Background: an optimization exercise with open tools, aiming at a short achievable clock period and few clock cycles. Do not read the settings as production practice. Function was checked by simulation only, so behaviour that the tests miss may differ from the original. No activity file was given, so power comes from the tool's default toggle rates.

red:
## ccsds_tc_codec
module ccsds_tc_codec (
    input  wire        clk,
    input  wire        rst,
    input  wire        reg_wr,
    input  wire [3:0]  reg_addr,
    input  wire [31:0] reg_wdata,
    output reg  [31:0] reg_rdata,
    output wire        busy,
    output wire        mem_en,
    output wire        mem_we,
    output wire [15:0] mem_addr,
    output wire [7:0]  mem_wdata,
    input  wire [7:0]  mem_rdata
);
    localparam [3:0] A_CMD = 4'h0, A_STATUS = 4'h1, A_RESULT = 4'h2, A_PKT = 4'h3,
                     A_CAP = 4'h4, A_PLADDR = 4'h5, A_PLLEN = 4'h6, A_APID = 4'h7,
                     A_SEQ = 4'h8, A_FUNC = 4'h9, A_DAPID = 4'hA, A_DSEQ = 4'hB,
                     A_DLEN = 4'hC, A_DFUNC = 4'hD;
    localparam [3:0] E_NULL = 4'd1, E_SMALL = 4'd2, E_OVF = 4'd3, E_CSUM = 4'd4,
                     E_ACCESS = 4'd5, E_ILLEGAL = 4'd6;
    reg [3:0]  st_err;
    reg        st_valid;
    reg [16:0] result;
    reg [31:0] pkt, cap, pladdr, pllen, arg_apid, arg_seq, arg_func;
    reg [10:0] dec_apid;
    reg [13:0] dec_seq;
    reg [16:0] dec_len;
    reg [6:0]  dec_func;
    reg [15:0] pk1, pk2, pk3, pk4, pk5, pk6, pk7;
    reg [16:0] pk8;
    reg        busy_q;
    reg        c_cs, c_get, c_set, c_clr, c_bld;   
    reg        c_load, c_val, c_dec;               
    reg        c_ill;                              
    reg [3:0]  fld;
    reg [15:0] val;
    reg [8:0]  ph;         
    reg        en_q, we_q;
    reg [15:0] addr_q;
    reg [7:0]  wa_q, wx_q;
    reg        rd_pend;    
    reg        we_pend;    
    reg [7:0]  hd0, hd1, hd2, hd3, hd4, hd6;
    reg [15:0] lfield;     
    reg [16:0] rem;        
    reg [16:0] tlen;
    reg [16:0] rsum;       
    reg        rng_bad;
    reg        b_bwd, b_hdr, b_ovf, b_plnull, b_pl0, b_plhi0;
    reg [32:0] b_tlen;
    reg [16:0] b_dsum, b_ssum;
    reg [15:0] srcp, dstp, bcnt;
    reg [2:0]  hidx;
    reg [7:0]  bacc;
    reg [7:0]  gl_lo;      
  ...
For scale: about 740 flip-flops, roughly 110 I/O pins.
Settings: LEC_CHECK=0, ABC_CLOCK_PERIOD_IN_PS=1000, CAP_MARGIN=30, CORE_MARGIN=2, CORE_UTILIZATION=35, SETUP_SLACK_MARGIN=5.0, SLEW_MARGIN=40, TNS_END_PERCENT=100; clock period 9.0 ns.
run.sh (not shown) runs the stock make flow with config.mk's settings and CLKGATE_MAP_FILE= SYNTH_SCRIPT=/design/flow/synth_recipe.tcl, a recipe that flattens the netlist after the stock synthesis.
Testbench counts of red, summed over its fixed seeds: cycles 341,306.
For blue, these inputs were changed with respect to red:
--- a/flow/design.v
+++ b/flow/design.v
@@ -66,37 +66,30 @@
             4'd9:       a0 = pk7;
             default:    a0 = pkt[15:0];
         endcase
     end
     assign mem_en    = en_q | cmd_wr;
     assign mem_we    = we_q;
     assign mem_addr  = addr_q;
     assign mem_wdata = (mem_rdata & wa_q) ^ wx_q;
-    wire [15:0] rsel;
-    genvar gs;
-    generate
-        for (gs = 0; gs < 16; gs = gs + 1) begin : g_rsel
-            assign rsel[gs] = (reg_addr == gs);
-        end
-    endgenerate
+    reg [31:0] rg0, rg1, rg2, rg3;
     always @(*) begin
-        reg_rdata = ({32{rsel[A_STATUS]}} & {27'd0, st_valid, st_err}) |
-                    ({32{rsel[A_RESULT]}} & {15'd0, result}) |
-                    ({32{rsel[A_PKT]}}    & pkt) |
-                    ({32{rsel[A_CAP]}}    & cap) |
-                    ({32{rsel[A_PLADDR]}} & pladdr) |
-                    ({32{rsel[A_PLLEN]}}  & pllen) |
-                    ({32{rsel[A_APID]}}   & arg_apid) |
-                    ({32{rsel[A_SEQ]}}    & arg_seq) |
-                    ({32{rsel[A_FUNC]}}   & arg_func) |
-                    ({32{rsel[A_DAPID]}}  & {21'd0, dec_apid}) |
-                    ({32{rsel[A_DSEQ]}}   & {18'd0, dec_seq}) |
-                    ({32{rsel[A_DLEN]}}   & {15'd0, dec_len}) |
-                    ({32{rsel[A_DFUNC]}}  & {25'd0, dec_func});
+        case (reg_addr[1:0])
+            2'd0: begin rg0 = 32'd0;                     rg1 = cap;      rg2 = arg_seq;            rg3 = {15'd0, dec_len}; end
+            2'd1: begin rg0 = {27'd0, st_valid, st_err}; rg1 = pladdr;   rg2 = arg_func;           rg3 = {25'd0, dec_func}; end
+            2'd2: begin rg0 = {15'd0, result};           rg1 = pllen;    rg2 = {21'd0, dec_apid};  rg3 = 32'd0; end
+            default: begin rg0 = pkt;                    rg1 = arg_apid; rg2 = {18'd0, dec_seq};   rg3 = 32'd0; end
+        endcase
+        case (reg_addr[3:2])
+            2'd0:    reg_rdata = rg0;
+            2'd1:    reg_rdata = rg1;
+            2'd2:    reg_rdata = rg2;
+            default: reg_rdata = rg3;
+        endcase
     end
     reg       pkt0, pkt_hi0;
     reg [8:1] rng;
     wire       w_hi0 = (reg_wdata[31:16] == 16'd0);
     wire [8:1] w_rngv;
     genvar gk;
     generate
         for (gk = 1; gk <= 8; gk = gk + 1) begin : g_rng
==> run summary <==
- blue vs. red: portion of the clock cycle consumed by the worst path in the final layout went down by 0.50 points, buffers plus inverters on the worst setup path went up 1, multi-input gate share of total cell area now sits higher, worst max-slew margin expressed relative to the limit increased by 4.7 points relative to the old numbers.
- As far as wire length on met2 is concerned, red and blue perform about the same.
- The post-synthesis share of cell area spent on and, or, nand and nor gates number comes out lower for blue vs red.
- Per the comparison of blue with red, final total power was more or less identical, post-layout instance count excluding filler cells has increased.
- From red to blue the numbers moved as follows: tightest hold margin stayed essentially flat; number of clock buffers in the layout fell by about 8%; relative contribution of combinational cells to total power rose by 1.7 points.
Testbench counts of blue, summed over its fixed seeds: cycles 341,306.

port drivers added, routing unchanged:
Ports are ideal in the flow. The routed layouts listed here were re-timed in OpenROAD.
Step 1 (the two cells are an assumption about what drives the block):
set clk [get_ports {clk}]
set_driving_cell -lib_cell sky130_fd_sc_hd__clkbuf_16 $clk
set_driving_cell -lib_cell sky130_fd_sc_hd__buf_2 [delete_from_list [all_inputs] $clk]
Step 2 moves the port delays by t, midway between the first and last clock arrival at a register: inputs arrive t later, outputs are due t later. That takes back most of the time a late clock gives input paths.
Slacks: ideal / step 1 / step 2; pairs: ideal / step 1.
run	t (ns)	setup slack, ns	worst setup path after step 2	worst slew at a driven data input, ns
red	0.800	3.864 / 3.728 / 3.728	input to output	0.14
blue	0.803	3.910 / 3.679 / 3.679	input to output	0.24
After both steps setup and hold are still met in every run listed. For blue, which loses most, drivers alone change the setup slack by -0.231 ns; drivers and shift together by -0.231 ns.
